Background: an optimization exercise with open tools, aiming at small area and a short achievable clock period. Do not read the settings as production practice.
In this exercise RTL edits were held to simulation tests only and were not proved equivalent to the original.
Power figures rest on the tool's default switching activity, not on a simulated workload.

**design.v**
```verilog
module xfold_engine (
    input             clk,
    input             rst,
    input             cmd_valid,
    input      [31:0] cmd,
    input             sink_ready,
    output            resp_valid,
    output            resp_ill,
    output     [31:0] resp,
    output            txo_valid,
    output     [7:0]  txo_data,
    output            txo_final
);
    localparam [7:0] STX = 8'h02, ETX = 8'h03, ACK = 8'h06, NAK = 8'h15;
    localparam [2:0] RX_WAIT_STX = 3'd0, RX_WAIT_LEN = 3'd1, RX_READ_DATA = 3'd2,
                     RX_CHECK_CHK = 3'd3, RX_WAIT_ETX = 3'd4, RX_DONE = 3'd5,
                     RX_ERROR = 3'd6;
    localparam [2:0] TX_IDLE = 3'd0, TX_SEND_STX = 3'd1, TX_SEND_LEN = 3'd2,
                     TX_SEND_DATA = 3'd3, TX_SEND_CHK = 3'd4, TX_SEND_ETX = 3'd5,
                     TX_DONE = 3'd6, TX_ERROR = 3'd7;
    localparam [2:0] ARQ_IDLE = 3'd0, ARQ_SENDING = 3'd1, ARQ_WAIT_ACK = 3'd2,
                     ARQ_ACKED = 3'd3, ARQ_EXHAUSTED = 3'd4, ARQ_OVERFLOW = 3'd5;
    reg [7:0]   chk_acc;
    reg         ill;
    reg [2:0]   rx_state;
    reg [1:0]   rx_err;
    reg [7:0]   rx_len;
    reg [6:0]   rx_count;
    reg [7:0]   rx_chk;
    reg [511:0] rx_buf;
    reg [2:0]   tx_state;
    reg [6:0]   tx_len;
    reg [6:0]   tx_cursor;
    reg [7:0]   tx_chk;
    reg [511:0] tx_pf;
    reg [7:0]   tx_nbyte;
    reg [7:0]   tx_pcur;
    reg [5:0]   tx_pidx;
    reg [2:0]   arq_state;
    reg [1:0]   arq_attempts;
    wire [3:0]  op  = cmd[31:28];
    wire [8:0]  a   = cmd[16:8];
    wire [7:0]  d   = cmd[7:0];
    reg  arq_send_s;     
    reg  arq_wait_s;     
    reg  tx_sending;     
    reg  tx_is_data;     
    wire arq_busy   = arq_send_s | arq_wait_s;
    wire a_big      = a[8] | a[7] | (a[6] & (a[5:0] != 6'd0));    
    wire bad, go_seed, go_fold, go_feed, go_rxrst, go_load, go_begin, go_next, go_txrst,
         go_send, go_ack, go_abort, go_clr;
    wire g_rx, g_bg, g_bgo, g_txs, g_sendok, g_sendbig, g_r0, g_r1, g_r3, g_r4, g_r5, g_r6;
    wire ack_ack, ack_nak, nak_retry, restart, cont, step_cur, emit_cur, emit_stx;
    xf_gate u_gate (
        .cmd(cmd), .cmd_valid(cmd_valid), .rst(rst), .sink_ready(sink_ready),
        .arq_busy(arq_busy), .arq_send_s(arq_send_s), .arq_wait_s(arq_wait_s),
        .att2(arq_attempts == 2'd2), .tx_etx(tx_state == TX_SEND_ETX),
        .tx_sending(tx_sending), .rx_done(rx_state == RX_DONE), .rx_len(rx_len),
        .resp_valid(resp_valid), .resp_ill(resp_ill), .bad(bad),
        .go_seed(go_seed), .go_fold(go_fold), .go_feed(go_feed), .go_rxrst(go_rxrst),
        .go_load(go_load), .go_begin(go_begin), .go_next(go_next), .go_txrst(go_txrst),
        .go_send(go_send), .go_ack(go_ack), .go_abort(go_abort), .go_clr(go_clr),
        .g_rx(g_rx), .g_bg(g_bg), .g_bgo(g_bgo), .g_txs(g_txs), .g_sendok(g_sendok),
        .g_sendbig(g_sendbig), .g_r0(g_r0), .g_r1(g_r1), .g_r3(g_r3), .g_r4(g_r4),
        .g_r5(g_r5), .g_r6(g_r6),
        .ack_ack(ack_ack), .ack_nak(ack_nak), .nak_retry(nak_retry), .restart(restart),
        .cont(cont), .step_cur(step_cur), .emit_cur(emit_cur), .emit_stx(emit_stx),
        .txo_valid(txo_valid), .txo_final(txo_final)
    );
    wire [15:0] a_np16;
    wire [3:0]  a_np4, a_np4s;
    xf_pre4  u_apre0 (.s(a[3:0]), .np(a_np16));
    xf_pre2e u_apre1 (.s(a[5:4]), .off(a[6]), .np(a_np4));
    xf_pre2e u_apre2 (.s(a[5:4]), .off(tx_sending), .np(a_np4s));
    wire [63:0] a_oh;
    genvar g, i;
    generate
        for (g = 0; g < 64; g = g + 1) begin : g_aoh
            xf_nor2 u (.a(a_np16[g % 16]), .b(a_np4[g / 16]), .y(a_oh[g]));
        end
    endgenerate
    wire [7:0] pfb_rd;
    xf_aomux u_pfb (.in({tx_pf[503:0], STX}), .oh(a_oh), .out(pfb_rd));
    wire [7:0] top_pf    = tx_pf[511:504] & {8{a[6]}};
    wire [7:0] begin_chk = pfb_rd | top_pf;
    function [7:0] step_x;
        input [6:0] k;
        integer j;
        begin
            step_x = 8'h01;
            for (j = 1; j < 8; j = j + 1)
                step_x[j] = step_x[j-1] & k[j-1];
        end
    endfunction
    wire [15:0] p_np16;
    wire [3:0]  p_np4s;
    xf_pre4  u_ppre0 (.s(tx_pidx[3:0]), .np(p_np16));
    xf_pre2e u_ppre1 (.s(tx_pidx[5:4]), .off(!tx_sending), .np(p_np4s));
    wire [7:0] pf_rd2;
    wire [63:0] rd2_oh;
    generate
        for (g = 0; g < 64; g = g + 1) begin : g_rd2oh
            xf_o22ai u (.a1(a_np16[g % 16]), .a2(a_np4s[g / 16]),
                        .b1(p_np16[g % 16]), .b2(p_np4s[g / 16]), .y(rd2_oh[g]));
        end
    endgenerate
    xf_aomux u_pf2 (.in(tx_pf), .oh(rd2_oh), .out(pf_rd2));
    wire [7:0] load_rr, load_delta;
    wire [7:0] load_k = step_x(a[6:0]) ^ d;
    xf_xor8 u_dx0 (.a(pf_rd2), .b(pfb_rd), .y(load_rr));
    xf_xor8 u_dx1 (.a(load_rr), .b(load_k), .y(load_delta));
    wire [7:0] rx_rd;
    xf_aomux u_rxrd (.in(rx_buf), .oh(a_oh), .out(rx_rd));
    reg [2:0] f_rx_state;
    reg [1:0] f_rx_err;
    reg [7:0] f_rx_len, f_rx_chk;
    reg [6:0] f_rx_count;
    always @* begin
        f_rx_state = rx_state; f_rx_err = rx_err; f_rx_len = rx_len;
        f_rx_count = rx_count; f_rx_chk = rx_chk;
        case (rx_state)
            RX_WAIT_STX: if (d == STX) begin
                f_rx_chk = STX; f_rx_len = 8'h00; f_rx_count = 7'h00;
                f_rx_state = RX_WAIT_LEN;
            end
            RX_WAIT_LEN: begin
                f_rx_len = d;
                f_rx_chk = rx_chk ^ d;
                if (d > 8'd64) begin
                    f_rx_state = RX_ERROR; f_rx_err = 2'd1;
                end else if (d == 8'h00)
                    f_rx_state = RX_CHECK_CHK;
                else
                    f_rx_state = RX_READ_DATA;
            end
            RX_READ_DATA: begin
                f_rx_chk   = rx_chk ^ d;
                f_rx_count = rx_count + 7'd1;
                if ({1'b0, f_rx_count} == rx_len) f_rx_state = RX_CHECK_CHK;
            end
            RX_CHECK_CHK: begin
                if (d == rx_chk) f_rx_state = RX_WAIT_ETX;
                else begin f_rx_state = RX_ERROR; f_rx_err = 2'd2; end
            end
            RX_WAIT_ETX: begin
                if (d == ETX) f_rx_state = RX_DONE;
                else begin f_rx_state = RX_ERROR; f_rx_err = 2'd3; end
            end
            default: ;
        endcase
    end
    wire rx_we = go_feed && (rx_state == RX_READ_DATA);
    wire       rx_clr     = go_rxrst;
    wire [2:0] n_rx_state = go_feed ? f_rx_state : rx_clr ? RX_WAIT_STX : rx_state;
    wire [1:0] n_rx_err   = go_feed ? f_rx_err   : rx_clr ? 2'd0 : rx_err;
    wire [7:0] n_rx_len   = go_feed ? f_rx_len   : rx_clr ? 8'h00 : rx_len;
    wire [6:0] n_rx_count = go_feed ? f_rx_count : rx_clr ? 7'h00 : rx_count;
    wire [7:0] n_rx_chk   = go_feed ? f_rx_chk   : rx_clr ? 8'h00 : rx_chk;
    function [31:0] rxstat;
        input [2:0] st; input [1:0] er; input [7:0] ln; input [6:0] cnt; input [7:0] ck;
        begin
            rxstat = {ck, 1'b0, cnt, ln, 1'b0, st, er,
                      (st == RX_DONE) ? 2'd1 : (st == RX_ERROR) ? 2'd2 : 2'd0};
        end
    endfunction
    function [1:0] tx_status;
        input [2:0] st;
        begin
            case (st)
                TX_IDLE:  tx_status = 2'd0;
                TX_DONE:  tx_status = 2'd2;
                TX_ERROR: tx_status = 2'd3;
                default:  tx_status = 2'd1;
            endcase
        end
    endfunction
    function [31:0] txstat;
        input [2:0] st; input [6:0] ln, cur; input [7:0] ck;
        begin
            txstat = {ck, 1'b0, cur, 1'b0, ln, 1'b0, st, 1'b0, (st == TX_ERROR), tx_status(st)};
        end
    endfunction
    reg [7:0] cur_byte;
    always @* begin
        case (tx_state)
            TX_SEND_STX:  cur_byte = STX;
            TX_SEND_LEN:  cur_byte = {1'b0, tx_len};
            TX_SEND_DATA: cur_byte = tx_nbyte;
            TX_SEND_CHK:  cur_byte = tx_chk;
            TX_SEND_ETX:  cur_byte = ETX;
            default:      cur_byte = 8'h00;
        endcase
    end
    wire       last_data = (tx_cursor + 7'd1 == tx_len);
    reg  [2:0] stepped;
    always @* begin
        case (tx_state)
            TX_SEND_STX:  stepped = TX_SEND_LEN;
            TX_SEND_LEN:  stepped = (tx_len == 7'd0) ? TX_SEND_CHK : TX_SEND_DATA;
            TX_SEND_DATA: stepped = last_data ? TX_SEND_CHK : TX_SEND_DATA;
            TX_SEND_CHK:  stepped = TX_SEND_ETX;
            TX_SEND_ETX:  stepped = TX_DONE;
            default:      stepped = tx_state;
        endcase
    end
    reg [2:0] n_tx_state;
    reg [6:0] n_tx_len, n_tx_cursor;
    reg [7:0] n_tx_chk, n_tx_nbyte, n_tx_pcur;
    reg [2:0] n_arq_state;
    reg [1:0] n_arq_attempts;
    always @* begin
        n_tx_state = tx_state; n_tx_len = tx_len; n_tx_cursor = tx_cursor;
        n_tx_chk = tx_chk; n_tx_nbyte = tx_nbyte; n_tx_pcur = tx_pcur;
        n_arq_state = arq_state; n_arq_attempts = arq_attempts;
        if (go_begin || go_send) begin
            n_tx_cursor = 7'd0;
            if (a_big) begin
                n_tx_state = TX_ERROR; n_tx_len = 7'd0; n_tx_chk = 8'h00;
            end else begin
                n_tx_state = TX_SEND_STX; n_tx_len = a[6:0]; n_tx_chk = begin_chk;
            end
        end
        if (go_txrst || (go_abort && arq_busy)) begin
            n_tx_state = TX_IDLE; n_tx_len = 7'd0; n_tx_cursor = 7'd0; n_tx_chk = 8'h00;
        end
        if (go_send) begin
            n_arq_attempts = 2'd0;
            n_arq_state = a_big ? ARQ_OVERFLOW : ARQ_SENDING;
        end
        if (ack_ack) n_arq_state = ARQ_ACKED;
        if (ack_nak) begin
            n_arq_attempts = arq_attempts + 2'd1;
            if (nak_retry) begin
                n_tx_state = TX_SEND_STX; n_tx_cursor = 7'd0; n_arq_state = ARQ_SENDING;
            end else
                n_arq_state = ARQ_EXHAUSTED;
        end
        if (go_abort) begin
            n_arq_state = ARQ_IDLE; n_arq_attempts = 2'd0;
        end
        if (restart && sink_ready) n_tx_state = TX_SEND_LEN;
        if (step_cur) begin
            n_tx_state = stepped;
            case (tx_state)
                TX_SEND_LEN: begin
                    n_tx_nbyte = pf_rd2 ^ STX ^ 8'h01;
                    n_tx_pcur  = pf_rd2;
                end
                TX_SEND_DATA: begin
                    n_tx_cursor = tx_cursor + 7'd1;
                    n_tx_nbyte = pf_rd2 ^ tx_pcur ^ step_x(tx_cursor + 7'd1);
                    n_tx_pcur  = pf_rd2;
                end
                TX_SEND_ETX: if (cont) n_arq_state = ARQ_WAIT_ACK;
                default: ;
            endcase
        end
    end
    assign txo_data  = ({8{emit_cur}} & cur_byte) | ({8{emit_stx}} & STX);
    wire [31:0] txstat_cur  = txstat(tx_state, tx_len, tx_cursor, tx_chk);
    wire [31:0] rxstat_cur  = rxstat(rx_state, rx_err, rx_len, rx_count, rx_chk);
    wire [9:0]  arqstat_cur = {arq_attempts, 5'b0, arq_state};
    wire [13:0] next_word = {1'b0, (tx_state == TX_ERROR), tx_status(stepped),
                             tx_sending && (tx_state == TX_SEND_ETX), tx_sending,
                             tx_sending ? cur_byte : 8'h00};
    reg [2:0] ack_st;
    always @* begin
        if (!arq_wait_s)     ack_st = arq_state;
        else if (d == ACK)   ack_st = ARQ_ACKED;
        else if (d == NAK)   ack_st = (arq_attempts == 2'd2) ? ARQ_EXHAUSTED : ARQ_SENDING;
        else                 ack_st = ARQ_WAIT_ACK;
    end
    wire [1:0] ack_att  = (arq_wait_s && d == NAK) ? arq_attempts + 2'd1 : arq_attempts;
    wire [9:0] ack_word = {ack_att, 5'b0, ack_st};
    wire [7:0] chk_word = go_seed ? d : (chk_acc ^ d);
    wire [31:0] feed_word = rxstat(f_rx_state, f_rx_err, f_rx_len, f_rx_count, f_rx_chk);
    xf_out u_out (
        .g_chk(go_seed | go_fold), .w_chk(op[1] ? (chk_acc ^ d) : d),
        .g_feed(go_feed), .w_feed(feed_word),
        .g_txs(g_txs), .w_txs(txstat_cur),
        .g_bg(g_bg), .w_bg({a[6:0], 8'h11}), .bg_top(top_pf),
        .g_bgo(g_bgo),
        .g_next(go_next), .w_next(next_word),
        .g_sendok(g_sendok), .g_sendbig(g_sendbig),
        .g_ack(go_ack), .w_ack(ack_word),
        .g_r0(g_r0), .w_r0({arq_busy, ill}),
        .g_r1(g_r1), .w_r1(rxstat_cur),
        .g_r3(g_r3), .w_r3(arqstat_cur),
        .g_r4(g_r4), .w_r4(chk_acc),
        .g_r5(g_r5), .g_r6(g_r6),
        .resp(resp_e)
    );
    wire [31:0] resp_e;
    xf_late u_late (.e_lo(resp_e[7:0]), .e_hi(resp_e[31:24]), .g_rx(g_rx), .g_bg(g_bg),
                    .rx_rd(rx_rd), .bg_pf(pfb_rd),
                    .lo(resp[7:0]), .hi(resp[31:24]));
    assign resp[23:8] = resp_e[23:8];
    always @(posedge clk) begin
        if (rst) begin
            chk_acc      <= 8'h00;
            ill          <= 1'b0;
            rx_state     <= RX_WAIT_STX;
            rx_err       <= 2'd0;
            rx_len       <= 8'h00;
            rx_count     <= 7'h00;
            rx_chk       <= 8'h00;
            tx_state     <= TX_IDLE;
            tx_sending   <= 1'b0;
            tx_is_data   <= 1'b0;
            tx_len       <= 7'd0;
            tx_cursor    <= 7'd0;
            tx_chk       <= 8'h00;
            arq_state    <= ARQ_IDLE;
            arq_send_s   <= 1'b0;
            arq_wait_s   <= 1'b0;
            arq_attempts <= 2'd0;
        end else begin
            if (go_seed || go_fold) chk_acc <= chk_word;
            if (bad) ill <= 1'b1;
            else if (go_clr)      ill <= 1'b0;
            rx_state     <= n_rx_state;
            rx_err       <= n_rx_err;
            rx_len       <= n_rx_len;
            rx_count     <= n_rx_count;
            rx_chk       <= n_rx_chk;
            tx_state     <= n_tx_state;
            tx_sending   <= (n_tx_state != TX_IDLE) && (n_tx_state != TX_DONE) && (n_tx_state != TX_ERROR);
            tx_is_data   <= (n_tx_state == TX_SEND_DATA);
            tx_len       <= n_tx_len;
            tx_cursor    <= n_tx_cursor;
            tx_chk       <= n_tx_chk;
            arq_state    <= n_arq_state;
            arq_send_s   <= (n_arq_state == ARQ_SENDING);
            arq_wait_s   <= (n_arq_state == ARQ_WAIT_ACK);
            arq_attempts <= n_arq_attempts;
        end
    end
    always @(posedge clk) begin
        tx_nbyte <= n_tx_nbyte;
        tx_pcur  <= n_tx_pcur;
        tx_pidx  <= (n_tx_state == TX_SEND_DATA) ? n_tx_cursor[5:0] + 6'd1 : 6'd0;
    end
    generate
        for (g = 0; g < 64; g = g + 1) begin : g_rxw
            always @(posedge clk)
                if (!rst && rx_we && rx_count[5:0] == g) rx_buf[8*g +: 8] <= d;
        end
    endgenerate
    wire [7:0] load_x = load_delta;
    generate
        for (g = 0; g < 64; g = g + 1) begin : g_load
            wire upd = go_load && (a[5:0] <= g);
            wire [7:0] nxt;
            for (i = 0; i < 8; i = i + 1) begin : g_bit
                xf_upd u (.q(tx_pf[8*g + i]), .m(upd), .x(load_x[i]), .y(nxt[i]));
            end
            always @(posedge clk)
                tx_pf[8*g +: 8] <= nxt;
        end
    endgenerate
endmodule
module xf_gate (
    input  [31:0] cmd,
    input         cmd_valid,
    input         rst,
    input         sink_ready,
    input         arq_busy,
    input         arq_send_s,
    input         arq_wait_s,
    input         att2,
    input         tx_etx,
    input         tx_sending,
    input         rx_done,
    input  [7:0]  rx_len,
    output        resp_valid,
    output        resp_ill,
    output        bad,
    output        go_seed, go_fold, go_feed, go_rxrst, go_load, go_begin, go_next,
    output        go_txrst, go_send, go_ack, go_abort, go_clr,
    output        g_rx, g_bg, g_bgo, g_txs, g_sendok, g_sendbig,
    output        g_r0, g_r1, g_r3, g_r4, g_r5, g_r6,
    output        ack_ack, ack_nak, nak_retry, restart, cont, step_cur, emit_cur, emit_stx,
    output        txo_valid, txo_final
);
    wire [3:0] op = cmd[31:28];
    wire [8:0] a  = cmd[16:8];
    wire [7:0] d  = cmd[7:0];
    wire rsv_nz, a_nz, d_nz, dhi_nz;
    wire [3:0] rz, az, dz;
    xf_nor3 u_r0 (.a(cmd[17]), .b(cmd[18]), .c(cmd[19]), .y(rz[0]));
    xf_nor3 u_r1 (.a(cmd[20]), .b(cmd[21]), .c(cmd[22]), .y(rz[1]));
    xf_nor3 u_r2 (.a(cmd[23]), .b(cmd[24]), .c(cmd[25]), .y(rz[2]));
    xf_nor2 u_r3 (.a(cmd[26]), .b(cmd[27]), .y(rz[3]));
    xf_nand4 u_r4 (.a(rz[0]), .b(rz[1]), .c(rz[2]), .d(rz[3]), .y(rsv_nz));
    xf_nor3 u_a0 (.a(a[0]), .b(a[1]), .c(a[2]), .y(az[0]));
    xf_nor3 u_a1 (.a(a[3]), .b(a[4]), .c(a[5]), .y(az[1]));
    xf_nor3 u_a2 (.a(a[6]), .b(a[7]), .c(a[8]), .y(az[2]));
    xf_nand3 u_a4 (.a(az[0]), .b(az[1]), .c(az[2]), .y(a_nz));
    xf_nor2 u_d0 (.a(d[0]), .b(d[1]), .y(dz[0]));
    xf_nor2 u_d1 (.a(d[2]), .b(d[3]), .y(dz[1]));
    xf_nor2 u_d2 (.a(d[4]), .b(d[5]), .y(dz[2]));
    xf_nor2 u_d3 (.a(d[6]), .b(d[7]), .y(dz[3]));
    xf_nand4 u_d4 (.a(dz[0]), .b(dz[1]), .c(dz[2]), .d(dz[3]), .y(d_nz));
    wire dhz0, dhz1;
    xf_nor3 u_h0 (.a(d[5]), .b(d[6]), .c(d[7]), .y(dhz0));
    xf_nor2 u_h1 (.a(d[3]), .b(d[4]), .y(dhz1));
    xf_nand2 u_h2 (.a(dhz0), .b(dhz1), .y(dhi_nz));
    wire rsv_z = !rsv_nz;
    wire a_z   = !a_nz;
    wire d_z   = !d_nz;
    wire a_big = a[8] | a[7] | (a[6] & (a[5:0] != 6'd0));
    wire live  = cmd_valid && !rst;
    wire lr    = live && rsv_z;
    wire o0 = op == 4'h0, o1 = op == 4'h1, o2 = op == 4'h2, o3 = op == 4'h3;
    wire o4 = op == 4'h4, o5 = op == 4'h5, o6 = op == 4'h6, o7 = op == 4'h7;
    wire o8 = op == 4'h8, o9 = op == 4'h9, oa = op == 4'hA, ob = op == 4'hB;
    wire oc = op == 4'hC, od = op == 4'hD, oe = op == 4'hE;
    wire ok = rsv_z && (
        ((o0 | o4 | oc | oe) && a_z && d_z) ||
        ((o1 | o2 | o3 | ob) && a_z) ||
        (o5 && d_z) ||
        (o6 && !arq_busy && !tx_sending && a[8:6] == 3'd0) ||
        ((o7 | oa) && d_z && !arq_busy) ||
        ((o8 | o9) && a_z && d_z && !arq_busy) ||
        (od && a_z && !dhi_nz));
    assign resp_valid = live;
    assign resp_ill   = live && !ok;
    assign bad        = cmd_valid && !ok;
    assign go_seed  = lr && o1 && a_z;
    assign go_fold  = lr && o2 && a_z;
    assign go_feed  = lr && o3 && a_z;
    assign go_rxrst = lr && o4 && a_z && d_z;
    assign go_load  = lr && o6 && !arq_busy && !tx_sending && a[8:6] == 3'd0;
    assign go_begin = lr && o7 && d_z && !arq_busy;
    assign go_next  = lr && o8 && a_z && d_z && !arq_busy;
    assign go_txrst = lr && o9 && a_z && d_z && !arq_busy;
    assign go_send  = lr && oa && d_z && !arq_busy;
    assign go_ack   = lr && ob && a_z;
    assign go_abort = lr && oc && a_z && d_z;
    assign go_clr   = lr && oe && a_z && d_z;
    wire rd = lr && od && a_z && !dhi_nz;
    assign g_rx      = lr && o5 && d_z && rx_done && (a < {1'b0, rx_len});
    assign g_bg      = go_begin && !a_big;
    assign g_bgo     = go_begin && a_big;
    assign g_sendok  = go_send && !a_big;
    assign g_sendbig = go_send && a_big;
    assign g_txs     = go_load || (rd && d[2:0] == 3'd2);
    assign g_r0      = rd && d[2:0] == 3'd0;
    assign g_r1      = rd && d[2:0] == 3'd1;
    assign g_r3      = rd && d[2:0] == 3'd3;
    assign g_r4      = rd && d[2:0] == 3'd4;
    assign g_r5      = rd && d[2:0] == 3'd5;
    assign g_r6      = rd && d[2:0] == 3'd6;
    assign ack_ack   = go_ack && arq_wait_s && d == 8'h06;
    assign ack_nak   = go_ack && arq_wait_s && d == 8'h15;
    assign nak_retry = ack_nak && !att2;
    assign restart   = g_sendok || nak_retry;
    assign cont      = arq_send_s && !go_abort;
    assign step_cur  = tx_sending && (go_next || (cont && sink_ready));
    assign emit_cur  = !rst && step_cur;
    assign emit_stx  = restart && sink_ready;
    assign txo_valid = emit_cur || emit_stx;
    assign txo_final = emit_cur && tx_etx;
endmodule
module xf_out (
    input         g_chk,  input [7:0]  w_chk,
    input         g_feed, input [31:0] w_feed,
    input         g_txs,  input [31:0] w_txs,
    input         g_bg,   input [14:0] w_bg, input [7:0] bg_top,
    input         g_bgo,
    input         g_next, input [13:0] w_next,
    input         g_sendok, g_sendbig,
    input         g_ack,  input [9:0]  w_ack,
    input         g_r0,   input [1:0]  w_r0,
    input         g_r1,   input [31:0] w_r1,
    input         g_r3,   input [9:0]  w_r3,
    input         g_r4,   input [7:0]  w_r4,
    input         g_r5,   g_r6,
    output [31:0] resp
);
    assign resp = ({24'h0, w_chk & {8{g_chk}}})
                | (w_feed & {32{g_feed}})
                | (w_txs & {32{g_txs}})
                | ({bg_top, 9'h0, w_bg} & {32{g_bg}})
                | ({24'h0, 8'h77} & {32{g_bgo}})
                | ({18'h0, w_next} & {32{g_next}})
                | ({31'h0, g_sendok}) | ({29'h0, g_sendbig, 1'b0, g_sendbig})
                | ({22'h0, w_ack} & {32{g_ack}})
                | ({30'h0, w_r0} & {32{g_r0}})
                | (w_r1 & {32{g_r1}})
                | ({22'h0, w_r3} & {32{g_r3}})
                | ({24'h0, w_r4} & {32{g_r4}})
                | (32'h15060302 & {32{g_r5}})
                | (32'h00000340 & {32{g_r6}});
endmodule
module xf_late (
    input  [7:0] e_lo,
    input  [7:0] e_hi,
    input        g_rx,
    input        g_bg,
    input  [7:0] rx_rd,
    input  [7:0] bg_pf,
    output [7:0] lo,
    output [7:0] hi
);
    assign lo = e_lo | (rx_rd & {8{g_rx}});
    assign hi = e_hi | (bg_pf & {8{g_bg}});
endmodule
module xf_pre4 (
    input  [3:0]  s,
    output [15:0] np
);
    genvar k;
    generate
        for (k = 0; k < 16; k = k + 1) begin : g_k
            assign np[k] = ~(s == k);
        end
    endgenerate
endmodule
module xf_nand3 (input a, input b, input c, output y);
    assign y = ~(a & b & c);
endmodule
module xf_nand2 (input a, input b, output y);
    assign y = ~(a & b);
endmodule
module xf_upd (input q, input m, input x, output y);
    assign y = q ^ (m & x);
endmodule
module xf_xor8 (input [7:0] a, input [7:0] b, output [7:0] y);
    assign y = a ^ b;
endmodule
module xf_o22ai (input a1, input a2, input b1, input b2, output y);
    assign y = ~((a1 | a2) & (b1 | b2));
endmodule
module xf_pre2 (
    input  [1:0] s,
    output [3:0] np
);
    assign np[0] = ~(~s[1] & ~s[0]);
    assign np[1] = ~(~s[1] &  s[0]);
    assign np[2] = ~( s[1] & ~s[0]);
    assign np[3] = ~( s[1] &  s[0]);
endmodule
module xf_pre2e (
    input  [1:0] s,
    input        off,
    output [3:0] np
);
    assign np[0] = ~(~off & ~s[1] & ~s[0]);
    assign np[1] = ~(~off & ~s[1] &  s[0]);
    assign np[2] = ~(~off &  s[1] & ~s[0]);
    assign np[3] = ~(~off &  s[1] &  s[0]);
endmodule
module xf_nor3 (input a, input b, input c, output y);
    assign y = ~(a | b | c);
endmodule
module xf_a22oi (input a1, input a2, input b1, input b2, output y);
    assign y = ~((a1 & a2) | (b1 & b2));
endmodule
module xf_nand4 (input a, input b, input c, input d, output y);
    assign y = ~(a & b & c & d);
endmodule
module xf_nor2 (input a, input b, output y);
    assign y = ~(a | b);
endmodule
module xf_dec64 (
    input  [3:0]  np0,
    input  [3:0]  np1,
    input  [3:0]  np2,
    output [63:0] oh
);
    genvar k;
    generate
        for (k = 0; k < 64; k = k + 1) begin : g_k
            xf_nor3 u (.a(np0[k % 4]), .b(np1[(k / 4) % 4]), .c(np2[k / 16]), .y(oh[k]));
        end
    endgenerate
endmodule
module xf_ao8 (
    input  [7:0] d,
    input  [7:0] s,
    output       y
);
    assign y = |(d & s);
endmodule
module xf_aomux (
    input  [511:0] in,
    input  [63:0]  oh,
    output [7:0]   out
);
    genvar b, i, j;
    generate
        for (b = 0; b < 8; b = b + 1) begin : g_b
            wire [7:0] p;
            for (i = 0; i < 8; i = i + 1) begin : g_1
                wire [7:0] dv;
                for (j = 0; j < 8; j = j + 1) begin : g_j
                    assign dv[j] = in[8*(8*i+j) + b];
                end
                xf_ao8 u (.d(dv), .s(oh[8*i +: 8]), .y(p[i]));
            end
            wire [3:0] n;
            for (i = 0; i < 4; i = i + 1) begin : g_2
                xf_nor2 u (.a(p[2*i]), .b(p[2*i+1]), .y(n[i]));
            end
            xf_nand4 u_o (.a(n[0]), .b(n[1]), .c(n[2]), .d(n[3]), .y(out[b]));
        end
    endgenerate
endmodule
```
**standard.sh**
```bash
#!/bin/bash
# synth_recipe.tcl (not shown) runs the flow's synth.tcl, then flattens the netlist and writes it again
# the make line also repeats each setting of config.mk as NAME=value (left out here)
make -C /OpenROAD-flow-scripts/flow DESIGN_CONFIG=/design/flow/config.mk WORK_HOME=/design/flow/orfs CLKGATE_MAP_FILE= SYNTH_SCRIPT=/design/flow/synth_recipe.tcl "${@:-finish}"
```
**config.mk**
```make
export PLATFORM = sky130hd
export DESIGN_NAME = xfold_engine
export DESIGN_NICKNAME = xfold_engine
export VERILOG_FILES = /design/flow/design.v
export SDC_FILE = /design/flow/constraint.sdc
export NUM_CORES = 4
export LEC_CHECK = 0
export CAP_MARGIN = 20
export CORE_MARGIN = 2
export CORE_UTILIZATION = 50
export CTS_BUF_LIST = sky130_fd_sc_hd__clkbuf_8
export CTS_CLUSTER_DIAMETER = 50
export CTS_CLUSTER_SIZE = 12
export SETUP_SLACK_MARGIN = 4
export SLEW_MARGIN = 20
export SYNTH_HIERARCHICAL = 1
export TNS_END_PERCENT = 0
```
**flow/run.sh**
```bash
#!/bin/bash
# The standard layout, with two changes to how it is made:
#  - the port buffers that placement inserts are sky130_fd_sc_hd__buf_4 cells
#    (every input and output port still gets its own buffer), and
#  - timing repair may swap a cell for one with a different footprint.
# Synthesis is the standard one, run unchanged.
set -euo pipefail
bash standard.sh synth > synth.log 2>&1
bash standard.sh BUFFER_PORTS_ARGS="-buffer_cell sky130_fd_sc_hd__buf_4" MATCH_CELL_FOOTPRINT=0 finish > layout.log 2>&1
```
**constraint.sdc**
```tcl
create_clock -name core_clock -period 10.0 [get_ports {clk}]
set_input_delay 2.0000 -clock core_clock [delete_from_list [all_inputs] [get_ports {clk}]]
set_output_delay 2.0000 -clock core_clock [all_outputs]
set_load 0.01 [all_outputs]
```
==> metrics.md, run 1 <==
| Metric | Value |
|---|---|
| # DRC | `0` |
| Synth top cells by count | `807 x a22oi_1, 635 x nand2_1, 588 x dfxtp_1` |
| Routed vias | `around 41000` |
| Drt first pass iters | `9` |
| Count leader, synth | `a22oi_1` |
| FILL cells | `around 8400` |
| Max-slew violation count | `0` |
| Synth Area in Adders | `0.00380` |
| Later-pin clock latency in the skew report | `roughly 0.85 ns` |
| Share of the synthesized area in the top cell type | `0.321` |
| Pwr Density | `around 150 mW/mm^2` |
| First-pass GRT wire length | `roughly 270000 um` |
| Std-Cell Rows | `115` |
| Area of the die | `approximately 0.1 sq mm` |
| Max-cap violation count | `0` |
| CTS clk-pin slew, worst paths | `about 0.070 ns` |
| Height of the die | `318 um` |
| Clock buffer depth | `3` |
| CP Capture Type | `primary output` |
| Syn Inst Count | `between 4000 and 5000` |
| Fin crit share | `0.651` |
| Min Tclk post-route | `between 6 and 7 ns` |
| Yosys reg bits | `about 1100` |
| Clock root buffer master | `clkbuf_8` |
| Status | `complete, no violations` |
| Die W | `approximately 320 um` |
| Reg area | `around 0.028 sq mm` |
| GRT Total Usage | `0.361` |
| Synth area leaders | `edfxtp_1 32%, dfxtp_1 24%, a22oi_1 12%` |
| Setup_tns | `0 ns` |
| Ys async rst share | `0` |
| Io pins | `80` |
| Core box area | `0.0981 sq mm` |
| Final ANT Viol Nets | `0` |
| Critical Path Fanout Max | `23` |
| Max-slew headroom | `0.207` |
| GP Congestion | `between 1 and 1.5` |
| # H-tree levels | `4` |
| R2R Setup Slk | `about 4.3 ns` |
| EDFF count, synth | `roughly 530` |
| Largest family of logic cells by synthesized area | `compound AO/OA/AOI/OAI gates` |
| I/O Buffers | `78` |
| Clock sinks | `1116` |
| Final hold vios | `0` |
| Dominant cell type by area after synthesis | `edfxtp_1` |
| Synth Area in Simple Gates | `0.146` |
| Netlist cell types | `80` |
| P&R area growth vs syn | `14.2%` |
| Ys flop type | `dfxtp_1` |
| Final wirelength | `between 150000 and 200000 um` |
| Area of placed instances | `between 0.05 and 0.06 sq mm` |
| VDD IR max | `between 0.1 and 0.15 mV` |
| CTS tree | `done` |
| Clk_skew | `around 0.042 ns` |
| Synthesized area | `0.0494 sq mm` |
| CP arrival | `4.51 ns` |
| Required @ worst endpoint | `8.00 ns` |
| FMAX | `0.154 GHz` |
| TritonCTS Buffers | `about 130` |
| Synth Warn # | `7` |
| Worst-Margin Slew | `around 1.2 ns` |
| Gr ovfl total | `0` |
| HPWL Detailed | `~130000 um` |
| Final setup viols | `0` |
| Startpoint Class | `primary input` |
| Register area share after synthesis | `0.559` |
| # nets final | `a little under 5000` |
| Design area | `0.0564 sq mm` |
| Number of buffers inserted by hold repair at cts | `0` |
| Starting Density | `0.504` |
| Initial antenna violation count | `7` |
| Post-Synth XOR/XNOR Area | `0.105` |
| Compound-Gate Fraction of Synth Area | `0.172` |
| Footprint of the multi-input gates | `approximately 0.022 sq mm` |
| Pwr Total | `approximately 0.0084 W` |
| Multiplexer share of the synthesized area | `0.000203` |
| Via density | `about 6.5` |
| Critical path class | `primary input to primary output` |
| Syn avg cell area | `between 10 and 15 sq um` |
| RSZ-0062 raised after global routing | `true` |
| Worst hold path type | `flop to flop` |
| Largest net degree at the start of global routing | `81` |
| Share of layout cells above drive strength 1 | `0.120` |
| Routed len/inst | `roughly 30 um` |
| DRT iter0 DRCs | `6685` |
| Lkg Pwr | `between 15 and 20 nW` |
| Number of global-route vias before repair | `37690` |
worst paths after layout:
path                   start    endpoint  cells past startpoint
setup / recovery     cmd[14]    resp[27]                     12
hold / removal    tx_pf[439]  tx_pf[439]                      1
setup reg to reg  tx_sending  tx_pf[166]                     12
hold reg to reg   tx_pf[439]  tx_pf[439]                      1
stage by stage:
step / worst slack (ns) / util / cells / hold WS (ns)
2_1_floorplan: 3.48 / - / 4595 / 0.449
3_3_place_gp: 2.51 / 0.533 / 5971 / 0.469
3_5_place_dp: 2.61 / 0.534 / 5974 / 0.472
4_1_cts: 3.65 / 0.573 / 6248 / 0.487
5_1_grt: 3.50 / 0.575 / 6261 / 0.502
6_report: 3.49 / 0.575 / 6262 / 0.485
modules after synthesis, one instance, submodules excluded, a selection:
module / copies in the design / cell area [sq um] / flops+latches
xf_ao8: 192 / 36.3 / 0
xf_pre4: 2 / 186 / 0
xf_nand2: 1 / 3.75 / 0
xf_nor3: 7 / 10.0 / 0
xf_gate: 1 / 805 / 0
xf_o22ai: 64 / 6.26 / 0
xfold_engine: 1 / 32300 / 1116
xf_xor8: 2 / 70.1 / 0
xf_nand3: 1 / 5.00 / 0
xf_late: 1 / 143 / 0
xf_nand4: 26 / 6.26 / 0
xf_upd: 512 / 12.5 / 0
xf_out: 1 / 921 / 0
xf_pre2e: 3 / 31.3 / 0
final cells by class:
cell class | instances | share of cell area
Inverter | 44 | 0.00293
Clock buffer | 144 | 0.0351
Tap cell | 1287 | 0.0285
Timing Repair Buffer | 262 | 0.0408
Clock inverter | 74 | 0.0119
Sequential cell | 1116 | 0.489
Antenna cell | 3 | 0.000133
Multi-Input combinational cell | 3332 | 0.391
critical path, cell delays in order:
cell and delay, ns:
buf_6 0.25, nand3b_1 0.15, buf_4 0.15, buf_4 0.16
nor2_1 0.06, buf_4 0.25, a22oi_1 0.21, nand4_1 0.26
nor2_1 0.30, nand4_1 0.21, a21o_1 0.29, buf_4 0.16
layer usage:
metal	GRT usage	wire length, um	vias to the layer above
met5	0	42	-
li1	-	-	17868
met4	0.209	12600	6
met1	0.494	74900	19954
met2	0.520	78400	2516
met3	0.0923	20700	547
kinds of logic (layout without fill, tap and decap cells):
group           count (synthesis)  in the layout
simple gates                 1518           1522
compound gates               1166           1166
flops                        1116           1116
xor+xnor                      593            593
buf+inv                       151            524
fa+ha+maj                      15             15
other cells                     2             38
mux                             1              1
flip-flops by register name, summed over array words and instances (netlist names), 8 cells and up:
name      flops
chk_acc       8
rx_buf      512
rx_chk        8
rx_len        8
tx_chk        8
tx_nbyte      8
tx_pcur       8
tx_pf       512
power by group:
| part | switching (W) | internal (W) |
|---|---|---|
| clock network | 0.00176 | 0.00159 |
| registers | 0.000000459 | 0.00477 |
| logic | 0.000245 | 0.0000704 |
| total | 0.00201 | 0.00643 |
placed cells by master (no fill, tap or decap), types with 11 or more instances in the layout:
master	n
buf_4	227
nor2_2	21
nor2b_1	29
a21o_1	27
a21oi_1	81
clkinv_2	12
buf_12	11
buf_6	13
conb_1	35
a22o_1	39
inv_1	63
clkbuf_8	144
a31oi_1	12
nor3b_1	11
nor3_1	27
o21ai_0	34
o21ai_1	11
a22oi_1	801
nand3b_1	15
nand3_1	30
ha_1	15
o22ai_1	66
xor2_1	26
nand4_1	233
edfxtp_1	528
and2_1	34
nor2_4	31
and3_1	11
a222oi_1	17
nor2_1	318
dfxtp_1	588
xnor2_1	559
nand2b_1	16
nand2_1	634
o21a_1	12
or3_1	13
what timing repair did:
item | 4_1_cts | 5_1_grt
hold endpoints to repair | 0 | 0
gates cloned | 5 | 2
gates resized for setup | 184 | 14
pin swaps | 32 | 10
setup endpoints to repair | 611 | 284
setup buffers | 51 | 9
==> run 2: changes to the inputs <==
--- a/config.mk
+++ b/config.mk
@@ -7,7 +7,7 @@
 export LEC_CHECK = 0
 export CAP_MARGIN = 20
 export CORE_MARGIN = 2
-export CORE_UTILIZATION = 50
+export CORE_UTILIZATION = 55
 export CTS_BUF_LIST = sky130_fd_sc_hd__clkbuf_8
 export CTS_CLUSTER_DIAMETER = 50
 export CTS_CLUSTER_SIZE = 12
==> metrics.md, run 2 <==
| Metric | Value |
|---|---|
| Gr ovfl total | `0 (unchanged)` |
| Final ANT Viol Nets | `0 (unchanged)` |
| Syn avg cell area | `10.8 sq um (unchanged)` |
| Lkg Pwr | `18.4 nW (+0.78%)` |
| Routed vias | `40897 (+0.015%)` |
| Starting Density | `0.557 (+0.0539)` |
| Synth Warn # | `7 (unchanged)` |
| CP Capture Type | `flop` |
| Max-cap violation count | `0 (unchanged)` |
| Most frequent cells in the layout | `807 x a22oi_1, 634 x nand2_1, 588 x dfxtp_1, 559 x xnor2_1, 528 x edfxtp_1` |
| Final hold vios | `0 (unchanged)` |
| Final setup viols | `0 (unchanged)` |
| RSZ-0062 raised after global routing | `true` |
| Startpoint Class | `primary input` |
| Core box area | `0.0886 sq mm (-9.7%)` |
| Netlist cell types | `80 (unchanged)` |
| Synthesized area | `0.0494 sq mm (unchanged)` |
| Reg area | `0.0276 sq mm (unchanged)` |
| # H-tree levels | `4 (unchanged)` |
| EDFF count, synth | `528 (unchanged)` |
| CTS tree | `done` |
| Dominant cell type by area after synthesis | `edfxtp_1` |
| Area of placed instances | `0.0523 sq mm (about the same)` |
| Worst hold path type | `flop to flop` |
| Register area share after synthesis | `0.559 (unchanged)` |
| Largest net degree at the start of global routing | `69 (-15%)` |
| Critical path class | `primary input to flop` |
| Routed len/inst | `29.3 um (-1.7%)` |
| Synth area leaders | `edfxtp_1 32%, dfxtp_1 24%, a22oi_1 12%` |
| Max-slew violation count | `0 (unchanged)` |
| Worst-Margin Slew | `1.20 ns (+0.0118 ns)` |
| Footprint of the multi-input gates | `0.0219 sq mm (-0.62%)` |
| Post-route non-filler standard cell count | `6175 (-1.4%)` |
| Drt first pass iters | `8 (-1)` |
| GRT Total Usage | `0.384 (+0.0223)` |
| Commonest non-fill, non-tap cell in the layout | `a22oi_1` |
| P&R area growth vs syn | `14.0%` |
| Die W | `304 um (-4.6%)` |
| Max-slew headroom | `0.198 (-0.00954)` |
| Height of the die | `304 um (-4.6%)` |
| Min Tclk post-route | `6.53 ns (+0.0218 ns)` |
| Number of global-route vias before repair | `37896 (+0.55%)` |
| Placed insts | `5868 (-1.8%)` |
| HPWL Detailed | `125000 um (-2.8%)` |
| Ys flop type | `dfxtp_1` |
| Pwr Density | `149 mW/mm^2 (about the same)` |
| Biggest regs | `rx_buf (512), tx_pf (512)` |
| Share of layout cells above drive strength 1 | `0.122 (+0.00203)` |
| # nets final | `4967 (+0.57%)` |
| Worst slack, placed | `2.75 ns (+0.138 ns)` |
| CTS clk-pin slew, worst paths | `0.08 ns (about the same)` |
| Clock buffer depth | `3 (unchanged)` |
| Share of the synthesized area in the top cell type | `0.321 (unchanged)` |
| Count leader, synth | `a22oi_1` |
| Yosys reg bits | `1116 (unchanged)` |
| Area of the die | `0.0923 sq mm (-9.0%)` |
| Clock root buffer master | `clkbuf_8` |
| Io pins | `80 (unchanged)` |
| FILL cells | `7232 (-14%)` |
| Required @ worst endpoint | `10.72 ns (+2.72 ns)` |
| Initial antenna violation count | `7 (unchanged)` |
| VDD IR max | `0.141 mV (+14%)` |
| Std-Cell Rows | `109 (-5.2%)` |
| Ys async rst share | `0 (unchanged)` |
| TritonCTS Buffers | `131 (-0.76%)` |
| Clk_skew | `0.0495 ns (+0.00709 ns)` |
| Clock sinks | `1116 (unchanged)` |
| Syn Inst Count | `4562 (unchanged)` |
| Setup_tns | `0 ns (unchanged)` |
| # DRC | `0 (unchanged)` |
| FMAX | `0.153 GHz (-0.33%)` |
| Design area | `0.0564 sq mm (-0.14%)` |
| First-pass GRT wire length | `262000 um (-2.4%)` |
| Critical Path Fanout Max | `43 (+87%)` |
| Final wirelength | `181000 um (-3.1%)` |
| Pwr Total | `0.00842 W (-0.17%)` |
| Final WS setup | `3.47 ns (-0.0218 ns)` |
| Via density | `6.62 (+1.4%)` |
| GP Congestion | `1.05 (-1.3%)` |
| CP arrival | `7.25 ns (+2.74 ns)` |
| Fin crit share | `0.653 (+0.00218)` |
| DRT iter0 DRCs | `5991 (-10%)` |
| Status | `complete, no violations` |
| Later-pin clock latency in the skew report | `0.88 ns (+0.03 ns)` |
| Synth top cells by count | `807 x a22oi_1, 635 x nand2_1, 588 x dfxtp_1` |
| I/O Buffers | `78 (unchanged)` |
run 2: per-layer routing:
layer  part of all wire  global-route usage  vias to the layer above
met5            0.00095             0.00930                        -
met4              0.059               0.205                       10
met3               0.12               0.115                      541
met2               0.42               0.552                     2633
met1               0.39               0.521                    19818
li1                   -                   -                    17895
run 2: cell type report:
type,instances,area share
tap,1165,0.0259
clock inverter,83,0.0138
clock buffer,138,0.0337
sequential,1116,0.490
inverter,44,0.00306
timing repair buffer,294,0.0439
multi-input combinational,3329,0.389
antenna,6,0.000266
run 2: worst paths after layout:
path                 to  cells after the start  slack, ns        from
max reg2reg  tx_pf[319]                     13       3.91  tx_sending
min reg2reg   tx_pf[11]                      1       0.49   tx_pf[11]
min           tx_pf[11]                      1       0.49   tx_pf[11]
max          tx_pf[319]                     12       3.47     cmd[13]
run 2: cell families (layout without fill, tap and decap cells):
group / count (synthesis) / in the layout / share of synthesized area
mux: 1 / 1 / 0.000203
compound gates: 1166 / 1166 / 0.172
buf+inv: 151 / 559 / 0.0134
flops: 1116 / 1116 / 0.559
xor+xnor: 593 / 593 / 0.105
fa+ha+maj: 15 / 15 / 0.00380
simple gates: 1518 / 1519 / 0.146
other cells: 2 / 41 / 0.000152
run 2: power by group:
| group | switching, W | leakage [nW] | internal [W] |
|---|---|---|---|
| logic | 0.000238 | 7.51 | 0.0000687 |
| clock network | 0.00177 | 1.45 | 0.00158 |
| registers | 0.000000295 | 9.48 | 0.00477 |
run 2: stage by stage:
| step | util | hold slack, ns |
|---|---|---|
| floorplan | - | 0.449 |
| global placement | 0.590 | 0.469 |
| detailed placement | 0.590 | 0.473 |
| CTS | 0.635 | 0.488 |
| global route | 0.636 | 0.501 |
| finish | 0.636 | 0.489 |
run 2: per-module statistics from Yosys, one instance, submodules excluded, a selection:
| module | flops+latches | times used | cells |
|---|---|---|---|
| xf_xor8 | 0 | 2 | 8 |
| xf_out | 0 | 1 | 134 |
| xf_nor2 | 0 | 166 | 1 |
| xf_upd | 0 | 512 | 2 |
| xfold_engine | 1116 | 1 | 1975 |
| xf_late | 0 | 1 | 18 |
| xf_pre2e | 0 | 3 | 4 |
| xf_gate | 0 | 1 | 118 |
| xf_pre4 | 0 | 2 | 20 |
| xf_nand4 | 0 | 26 | 1 |
| xf_ao8 | 0 | 192 | 5 |
| xf_nand2 | 0 | 1 | 1 |
| xf_o22ai | 0 | 64 | 1 |
| xf_nand3 | 0 | 1 | 1 |
run 2: repair_timing:
action                                  4_1_cts  5_1_grt
pin swaps                                    38        2
hold buffers                                  0        0
gates resized for setup                     148        3
buffers inserted                             72        1
gates cloned                                  6        0
endpoints found under the setup margin      160      213
run 2: critical path, cell delays in order:
cell and delay [ns]:
buf_8 0.28, or3b_1 0.53, o22ai_1 0.47, a22oi_1 0.32, nand4_1 0.29, nor2_1 0.33, nand4_1 0.61, xor2_1 0.56
xor2_4 0.80, buf_4 0.67, nand2_1 0.14, xnor2_1 0.16
==> run 3: changes to the inputs <==
--- a/design.v
+++ b/design.v
@@ -68,15 +68,16 @@
         .txo_valid(txo_valid), .txo_final(txo_final)
     );
     wire [15:0] a_np16;
-    wire [3:0]  a_np4, a_np4s;
+    wire [3:0]  a_np4, a_np4b, a_np4s;
     xf_pre4  u_apre0 (.s(a[3:0]), .np(a_np16));
     xf_pre2e u_apre1 (.s(a[5:4]), .off(a[6]), .np(a_np4));
+    xf_pre2e u_apre1b (.s(a[5:4]), .off(a[6]), .np(a_np4b));
     xf_pre2e u_apre2 (.s(a[5:4]), .off(tx_sending), .np(a_np4s));
     wire [63:0] a_oh;
     genvar g, i;
     generate
         for (g = 0; g < 64; g = g + 1) begin : g_aoh
-            xf_nor2 u (.a(a_np16[g % 16]), .b(a_np4[g / 16]), .y(a_oh[g]));
+            xf_nor2 u (.a(a_np16[g % 16]), .b((g % 2) ? a_np4b[g / 16] : a_np4[g / 16]), .y(a_oh[g]));
         end
     endgenerate
     wire [7:0] pfb_rd;
@@ -105,10 +106,14 @@
         end
     endgenerate
     xf_aomux u_pf2 (.in(tx_pf), .oh(rd2_oh), .out(pf_rd2));
-    wire [7:0] load_rr, load_delta;
-    wire [7:0] load_k = step_x(a[6:0]) ^ d;
+    wire [7:0]  load_rr;
+    wire [31:0] load_dq;
+    wire [7:0]  load_k = step_x(a[6:0]) ^ d;
     xf_xor8 u_dx0 (.a(pf_rd2), .b(pfb_rd), .y(load_rr));
-    xf_xor8 u_dx1 (.a(load_rr), .b(load_k), .y(load_delta));
+    xf_xor8 u_dx1 (.a(load_rr), .b(load_k), .y(load_dq[7:0]));
+    xf_xor8 u_dx2 (.a(load_rr), .b(load_k), .y(load_dq[15:8]));
+    xf_xor8 u_dx3 (.a(load_rr), .b(load_k), .y(load_dq[23:16]));
+    xf_xor8 u_dx4 (.a(load_rr), .b(load_k), .y(load_dq[31:24]));
     wire [7:0] rx_rd;
     xf_aomux u_rxrd (.in(rx_buf), .oh(a_oh), .out(rx_rd));
     reg [2:0] f_rx_state;
@@ -346,13 +351,12 @@
                 if (!rst && rx_we && rx_count[5:0] == g) rx_buf[8*g +: 8] <= d;
         end
     endgenerate
-    wire [7:0] load_x = load_delta;
     generate
         for (g = 0; g < 64; g = g + 1) begin : g_load
             wire upd = go_load && (a[5:0] <= g);
             wire [7:0] nxt;
             for (i = 0; i < 8; i = i + 1) begin : g_bit
-                xf_upd u (.q(tx_pf[8*g + i]), .m(upd), .x(load_x[i]), .y(nxt[i]));
+                xf_upd u (.q(tx_pf[8*g + i]), .m(upd), .x(load_dq[8*(g / 16) + i]), .y(nxt[i]));
             end
             always @(posedge clk)
                 tx_pf[8*g +: 8] <= nxt;
--- a/config.mk
+++ b/config.mk
@@ -7,7 +7,7 @@
 export LEC_CHECK = 0
 export CAP_MARGIN = 20
 export CORE_MARGIN = 2
-export CORE_UTILIZATION = 55
+export CORE_UTILIZATION = 40
 export CTS_BUF_LIST = sky130_fd_sc_hd__clkbuf_8
 export CTS_CLUSTER_DIAMETER = 50
 export CTS_CLUSTER_SIZE = 12
==> metrics.md, run 3 <==
| Metric | Value |
|---|---|
| Max-cap violation count | `0 (unchanged)` |
| TritonCTS Buffers | `132 (+0.76%)` |
| Share of layout cells above drive strength 1 | `0.132 (+0.0103)` |
| Switching power | `0.00207 W (+3.1%)` |
| Number of global-route vias before repair | `38425 (+1.4%)` |
| Sequential power share | `0.558 (-0.008)` |
| Clock root buffer master | `clkbuf_8` |
| GP Congestion | `1.06 (+1.3%)` |
| Ys async rst share | `0 (unchanged)` |
| Startpoint Class | `primary input` |
| P&R area growth vs syn | `16.3%` |
| Biggest regs | `rx_buf (512), tx_pf (512)` |
| # nets final | `5010 (+0.87%)` |
| Synth Warn # | `7 (unchanged)` |
| Starting Density | `0.402 (-0.155)` |
| # H-tree levels | `4 (unchanged)` |
| Status | `complete, no violations` |
| I/O Buffers | `78 (unchanged)` |
| Commonest non-fill, non-tap cell in the layout | `a22oi_1` |
| Clk_skew | `0.0559 ns (+0.00640 ns)` |
| Final WS setup | `3.31 ns (-0.155 ns)` |
| Pwr Density | `148 mW/mm^2 (-0.97%)` |
| Critical path class | `primary input to primary output` |
| Final setup viols | `0 (unchanged)` |
| Ys flop type | `dfxtp_1` |
| Critical Path Fanout Max | `45 (+4.7%)` |
| Clock power frac | `0.399 (+0.002)` |
| Pwr Total | `0.00854 W (+1.4%)` |
| Worst hold path type | `flop to flop` |
| Netlist cell types | `80 (unchanged)` |
| Syn avg cell area | `10.8 sq um (-0.12%)` |
| Die W | `356 um (+17%)` |
| Worst r2r path cells | `13 (unchanged)` |
| Final wirelength | `197000 um (+8.6%)` |
| Gr ovfl total | `0 (unchanged)` |
| Syn Inst Count | `4590 (+0.61%)` |
| CTS clk-pin slew, worst paths | `0.08 ns (about the same)` |
| Largest net degree at the start of global routing | `52 (-25%)` |
| Logic pwr share | `0.042 (+0.006)` |
| Dominant cell type by area after synthesis | `edfxtp_1` |
| R2R Setup Slk | `4.98 ns (+1.07 ns)` |
| Via density | `6.20 (-6.4%)` |
| EDFF count, synth | `528 (unchanged)` |
| CTS tree | `done` |
| Fin util | `0.468 (-0.168)` |
| Reg-to-Reg End | `tx_pf[195]` |
| Routed len/inst | `29.3 um (about the same)` |
| Core box area | `0.123 sq mm (+39%)` |
| Yosys reg bits | `1116 (unchanged)` |
| Hold EP | `tx_pf[502]` |
| Max-slew violation count | `0 (unchanged)` |
| HPWL Detailed | `134000 um (+7.4%)` |
| Area of the die | `0.127 sq mm (+38%)` |
| Synth top cells by count | `807 x a22oi_1, 635 x nand2_1, 588 x dfxtp_1` |
| Power Internal | `0.00647 W (+0.91%)` |
| Switching share of power | `0.242 (+0.00399)` |
| FMAX | `0.150 GHz (-2.3%)` |
| Fin crit share | `0.669 (+0.0155)` |
| Height of the die | `356 um (+17%)` |
| Synthesized area | `0.0497 sq mm (+0.49%)` |
| VDD IR max | `0.131 mV (-7.3%)` |
| Clock buffer depth | `3 (unchanged)` |
| Later-pin clock latency in the skew report | `0.88 ns (about the same)` |
| Max-slew headroom | `0.112 (-0.0855)` |
| Drt first pass iters | `9 (+1)` |
| Final ANT Viol Nets | `0 (unchanged)` |
| Required @ worst endpoint | `8.00 ns (-2.72 ns)` |
| Min Tclk post-route | `6.69 ns (+0.155 ns)` |
| Std-Cell Rows | `129 (+18%)` |
| CP arrival | `4.69 ns (-2.56 ns)` |
| CP Capture Type | `primary output` |
| Worst slack, placed | `2.18 ns (-0.569 ns)` |
| Count leader, synth | `a22oi_1` |
| Routed vias | `41559 (+1.6%)` |
| Hold depth | `1 (unchanged)` |
| Synth area leaders | `edfxtp_1 32%, dfxtp_1 24%, a22oi_1 12%` |
| FILL cells | `11479 (+59%)` |
| FF-to-FF Start | `tx_sending` |
| DRT iter0 DRCs | `6278 (+4.8%)` |
| Worst-Margin Slew | `1.33 ns (+0.131 ns)` |
| Share of the synthesized area in the top cell type | `0.319 (-0.00156)` |
| First-pass GRT wire length | `277000 um (+5.9%)` |
| # DRC | `0 (unchanged)` |
| GRT Total Usage | `0.301 (-0.0829)` |
| RSZ-0062 raised after global routing | `true` |
| Initial antenna violation count | `13 (+6)` |
| Most frequent cells in the layout | `797 x a22oi_1, 634 x nand2_1, 588 x dfxtp_1, 559 x xnor2_1, 528 x edfxtp_1` |
| Register area share after synthesis | `0.556 (-0.00272)` |
| Io pins | `80 (unchanged)` |
| Number of buffers inserted by hold repair at cts | `0 (unchanged)` |
| Lkg Pwr | `18.8 nW (+1.8%)` |
| Final hold vios | `0 (unchanged)` |
| Clock sinks | `1116 (unchanged)` |
| Setup_tns | `0 ns (unchanged)` |
| Worst Min Path Start | `tx_pf[502]` |
-- run 3: modules after synthesis, one instance, submodules excluded, a selection --
module    flip-flops and latches  cells  cell area, sq um
xf_out                         0    134               921
xf_pre2e                       0      4              31.3
xf_nand3                       0      1              5.00
xf_nand2                       0      1              3.75
xf_pre4                        0     20               186
xf_o22ai                       0      1              6.26
xf_nor2                        0      1              3.75
xf_xor8                        0      8              70.1
xf_gate                        0    118               805
xf_nor3                        0      1              10.0
-- run 3: routing by layer --
metal  track usage  part of all wire  vias to the layer above
met1         0.418              0.41                    20185
li1              -                 -                    18042
met5             0           0.00010                        -
met4         0.162             0.059                        4
met3        0.0948              0.13                      539
met2         0.415              0.41                     2789
-- run 3: how the worst max path moves through the flow --
stage	from	endpoint	cells after the start
floorplan	cmd[24]	resp[1]	11
global placement	cmd[11]	resp[6]	9
detailed placement	cmd[11]	resp[6]	9
CTS	cmd[12]	resp[6]	11
global route	cmd[24]	resp[5]	15
finish	cmd[11]	resp[26]	10
-- run 3: cells by family after synthesis --
| logic type | Yosys count | synth area share |
|---|---|---|
| DFF | 1116 | 0.556 |
| buffers and inverters | 151 | 0.0133 |
| xor gates and xnor gates | 617 | 0.109 |
| muxes | 1 | 0.000202 |
| AOI/OAI and AO/OA | 1166 | 0.172 |
| and+or+nand+nor | 1522 | 0.146 |
| adders and majority gates | 15 | 0.00378 |
| other | 2 | 0.000151 |
-- run 3: repair_timing --
action	CTS	global route
gates resized for setup	177	26
pin swaps	53	13
hold endpoints to repair	0	0
setup endpoints to repair	182	277
gates cloned	6	1
buffers inserted	71	15
-- run 3: area by class of cell --
class | instances | area (sq um) | share of cell area
flip-flops and latches | 1116 | 27600 | 0.479
multi-input cells | 3356 | 22300 | 0.385
repair buffers | 309 | 2840 | 0.0492
clock buffers | 152 | 2090 | 0.0362
well taps | 1637 | 2050 | 0.0355
clock inverters | 82 | 674 | 0.0117
inverters | 44 | 173 | 0.00299
diodes | 11 | 27.5 | 0.000477
-- run 3: worst max-delay path: stages --
cell	delay, ns
buf_12	0.19
or4b_4	0.33
nor2_1	0.06
buf_4	0.21
a22oi_1	0.30
nand4_1	0.19
nor2_1	0.42
nand4_1	0.41
a21o_1	0.34
buf_4	0.16
-- run 3: metrics by stage --
stage          hold slack, ns  area [sq um]  std cells
2_1_floorplan           0.449         49800       4623
3_3_place_gp            0.468         53000       6366
3_5_place_dp            0.473         53100       6367
4_1_cts                 0.488         57400       6678
5_1_grt                 0.500         57700       6697
6_report                0.486         57700       6707
-- run 3: power groups by stage --
stage	Combinational [W]	Sequential (W)	Clock, W
floorplan	0.000119	0.00488	0
global placement	0.000308	0.00487	0
global route	0.000369	0.00477	0.00363
CTS	0.000347	0.00477	0.00346
finish	0.000362	0.00477	0.00341
detailed placement	0.000309	0.00487	0
==> run 4: changes to the inputs <==
--- a/config.mk
+++ b/config.mk
@@ -7,7 +7,7 @@
 export LEC_CHECK = 0
 export CAP_MARGIN = 20
 export CORE_MARGIN = 2
-export CORE_UTILIZATION = 40
+export CORE_UTILIZATION = 50
 export CTS_BUF_LIST = sky130_fd_sc_hd__clkbuf_8
 export CTS_CLUSTER_DIAMETER = 50
 export CTS_CLUSTER_SIZE = 12
==> metrics.md, run 4 <==
| Metric | Value |
|---|---|
| Required @ worst endpoint | `8.00 ns (about the same)` |
| Final wirelength | `201000 um (+2.1%)` |
| Routed len/inst | `31.4 um (+7.2%)` |
| Commonest non-fill, non-tap cell in the layout | `a22oi_1` |
| Starting Density | `0.505 (+0.102)` |
| Die W | `319 um (-10%)` |
| Clock buffer depth | `3 (unchanged)` |
| Io pins | `80 (unchanged)` |
| Drt first pass iters | `7 (-2)` |
| CP arrival | `4.61 ns (-0.08 ns)` |
| Status | `complete, no violations` |
| Placed insts | `5989 (-5.9%)` |
| Max-slew violation count | `0 (unchanged)` |
| TritonCTS Buffers | `137 (+3.8%)` |
| CTS clk-pin slew, worst paths | `0.06 ns (-0.02 ns)` |
| Worst hold path type | `flop to flop` |
| Fin crit share | `0.661 (-0.00787)` |
| Dominant cell type by area after synthesis | `edfxtp_1` |
| Design area | `0.0580 sq mm (+0.43%)` |
| # H-tree levels | `4 (unchanged)` |
| Reg area | `0.0276 sq mm (unchanged)` |
| Area of the die | `0.102 sq mm (-20%)` |
| Worst slack, placed | `2.48 ns (+0.301 ns)` |
| Min Tclk post-route | `6.61 ns (-0.0787 ns)` |
| I/O Buffers | `78 (unchanged)` |
| Yosys reg bits | `1116 (unchanged)` |
| Number of global-route vias before repair | `38889 (+1.2%)` |
| RSZ-0062 raised after global routing | `true` |
| Share of layout cells above drive strength 1 | `0.140 (+0.00798)` |
| Clock sinks | `1116 (unchanged)` |
| Netlist cell types | `80 (unchanged)` |
| Met3 Use GR | `0.109 (+0.0137)` |
| Worst Min Path Start | `tx_pf[500]` |
| First-pass GRT wire length | `283000 um (+2.1%)` |
| Max-slew headroom | `0.118 (+0.00635)` |
| Final WS setup | `3.39 ns (+0.0787 ns)` |
| Synthesized area | `0.0497 sq mm (unchanged)` |
| FILL cells | `8345 (-27%)` |
| HPWL Detailed | `136000 um (+1.4%)` |
| Max-cap violation count | `0 (unchanged)` |
| Biggest regs | `rx_buf (512), tx_pf (512)` |
| Top Usage Layer GRT | `met2` |
| # DRC | `0 (unchanged)` |
| # nets final | `5050 (+0.80%)` |
| Register area share after synthesis | `0.556 (unchanged)` |
| Startpoint Class | `primary input` |
| Worst-Margin Slew | `1.32 ns (-0.00953 ns)` |
| Number of buffers inserted by hold repair at cts | `0 (unchanged)` |
| Critical Path Fanout Max | `44 (-2.2%)` |
| Area of placed instances | `0.0524 sq mm (-1.2%)` |
| FMAX | `0.151 GHz (+1.2%)` |
| Post-route non-filler standard cell count | `6387 (-4.8%)` |
| Final hold vios | `0 (unchanged)` |
| EDFF count, synth | `528 (unchanged)` |
| Via density | `6.59 (+6.3%)` |
| Hold depth | `1 (unchanged)` |
| Met1 GRT Util | `0.513 (+0.0948)` |
| Reg-to-Reg End | `tx_pf[100]` |
| Initial antenna violation count | `14 (+1)` |
| Ys flop type | `dfxtp_1` |
| R2R Setup Slk | `4.70 ns (-0.28 ns)` |
| Worst setup startpoint | `cmd[12]` |
| Count leader, synth | `a22oi_1` |
| Largest net degree at the start of global routing | `62 (+19%)` |
| Footprint of the multi-input gates | `0.0223 sq mm (+0.19%)` |
| Synth top cells by count | `807 x a22oi_1, 635 x nand2_1, 588 x dfxtp_1` |
| Pwr Density | `149 mW/mm^2 (+0.80%)` |
| Synth area leaders | `edfxtp_1 32%, dfxtp_1 24%, a22oi_1 12%` |
| Worst r2r path cells | `13 (unchanged)` |
| Final setup viols | `0 (unchanged)` |
| Later-pin clock latency in the skew report | `0.87 ns (about the same)` |
| Pwr Total | `0.00865 W (+1.2%)` |
| Std-Cell Rows | `115 (-11%)` |
| DRT iter0 DRCs | `6287 (+0.14%)` |
| Clk_skew | `0.0419 ns (-0.0140 ns)` |
| GRT Total Usage | `0.385 (+0.0839)` |
| Height of the die | `319 um (-10%)` |
| CTS tree | `done` |
| Final ANT Viol Nets | `0 (unchanged)` |
| Most frequent cells in the layout | `794 x a22oi_1, 635 x nand2_1, 588 x dfxtp_1, 559 x xnor2_1, 528 x edfxtp_1` |
| Setup_tns | `0 ns (unchanged)` |
| P&R area growth vs syn | `16.8%` |
| Syn Inst Count | `4590 (unchanged)` |
| Synth Warn # | `7 (unchanged)` |
| Critical Path End | `resp[4]` |
| Syn avg cell area | `10.8 sq um (unchanged)` |
| Core box area | `0.0984 sq mm (-20%)` |
| VDD IR max | `0.169 mV (+29%)` |
| Routed vias | `42078 (+1.2%)` |
| Ys async rst share | `0 (unchanged)` |
| Share of the synthesized area in the top cell type | `0.319 (unchanged)` |
| Lkg Pwr | `19.1 nW (+1.5%)` |
| Gr ovfl total | `0 (unchanged)` |
| Critical path class | `primary input to primary output` |
| GP Congestion | `1.03 (-3.2%)` |
| Met2 GRT Util | `0.568 (+0.153)` |
| FF-to-FF Start | `tx_sending` |
| CP Capture Type | `primary output` |
| Clock root buffer master | `clkbuf_8` |
## run 4: Yosys stat by module, one instance, submodules excluded, a selection
module	cell area, sq um	cells inside	times used	flops+latches
xf_gate	805	118	1	0
xf_nand4	6.26	1	26	0
xf_xor8	70.1	8	5	0
xf_nor2	3.75	1	166	0
xf_o22ai	6.26	1	64	0
xfold_engine	32300	1975	1	1116
xf_pre2e	31.3	4	4	0
xf_upd	12.5	2	512	0
xf_nand2	3.75	1	1	0
## run 4: routing by layer
metal | share of wire | vias to the layer above | wire, um
li1 | - | 18101 | -
met1 | 0.39 | 20701 | 78000
met2 | 0.43 | 2685 | 86500
met3 | 0.12 | 577 | 23500
met4 | 0.062 | 14 | 12500
met5 | 0.00049 | - | 99
## run 4: critical path: stages
cell     delay (ns)
buf_12         0.14
or3b_4         0.38
buf_4          0.15
nor2_2         0.03
buf_4          0.21
a22oi_1        0.25
nand4_1        0.31
nor2_4         0.40
nand4_1        0.25
a21o_1         0.26
buf_4          0.15
## run 4: logic make-up (layout without fill, tap and decap cells)
kind of cell | count (synthesis) | in the layout | synth area share
and+or+nand+nor | 1522 | 1522 | 0.146
AOI/OAI and AO/OA | 1166 | 1166 | 0.172
DFF | 1116 | 1116 | 0.556
xor gates and xnor gates | 617 | 617 | 0.109
buffers and inverters | 151 | 620 | 0.0133
adders and majority gates | 15 | 15 | 0.00378
other | 2 | 43 | 0.000151
muxes | 1 | 1 | 0.000202
## run 4: repair_timing
item                       in CTS  in global routing
setup buffers                 139                  5
gates resized for setup       211                  9
gates cloned                   11                  1
pin swaps                      84                  2
setup endpoints to repair     151                232
## run 4: area by class of cell
class / count / share of cell area
Antenna cell: 8 / 0.000345
Clock buffer: 148 / 0.0351
Clock inverter: 84 / 0.0134
Inverter: 44 / 0.00298
Multi-Input combinational cell: 3356 / 0.385
Sequential cell: 1116 / 0.476
Tap cell: 1287 / 0.0278
Timing Repair Buffer: 344 / 0.0593
## run 4: report_power, final
part           switching (W)  total [W]  internal [W]
registers        0.000000338    0.00477       0.00477
clock network        0.00182    0.00351       0.00169
logic               0.000273   0.000370     0.0000971
total                0.00209    0.00865       0.00655
## run 4: how the worst min path moves through the flow
stage               slack (ns)    endpoint
finish                    0.49  tx_pf[500]
global route              0.49  tx_pf[116]
CTS                       0.48  tx_pf[508]
detailed placement        0.47  tx_pf[180]
global placement          0.47  tx_pf[244]
floorplan                 0.45  tx_pf[504]
## run 4: stage by stage
| stage | utilization | hold slack, ns |
|---|---|---|
| 2_1_floorplan | - | 0.449 |
| 3_3_place_gp | 0.532 | 0.467 |
| 3_5_place_dp | 0.533 | 0.471 |
| 4_1_cts | 0.587 | 0.483 |
| 5_1_grt | 0.589 | 0.494 |
| 6_report | 0.589 | 0.485 |

-- port drivers added, routing unchanged --
Ports are ideal in the flow. The routed layouts listed here were re-timed in OpenROAD. Step 1 assumes that a clkbuf_16 drives the clock port and a buf_2 every other input. Step 2 also shifts input and output timing later by t, the mid clock arrival at the registers, as if the neighbouring blocks saw the same clock. Three values: ideal ports, drivers, drivers and shift; two values: the first two.
run | shift t [ns] | slack for setup (ns) | hold slack, ns | worst setup path after step 2 | latest minus earliest clock arrival (ns)
run 1 | 0.901 | 3.489 / 3.306 / 2.698 | 0.485 / 0.485 / 0.485 | input to register | 0.043 / 0.042
run 2 | 0.929 | 3.467 / 3.428 / 2.557 | 0.489 / 0.489 / 0.489 | input to register | 0.050 / 0.050
run 3 | 0.935 | 3.312 / 3.161 / 2.797 | 0.486 / 0.486 / 0.486 | input to register | 0.061 / 0.061
run 4 | 0.918 | 3.391 / 3.287 / 3.063 | 0.485 / 0.485 / 0.485 | input to register | 0.043 / 0.043
After both steps setup and hold are still met in every run listed. For run 2, which loses most, drivers alone change the setup slack by -0.039 ns; drivers and shift together by -0.910 ns.
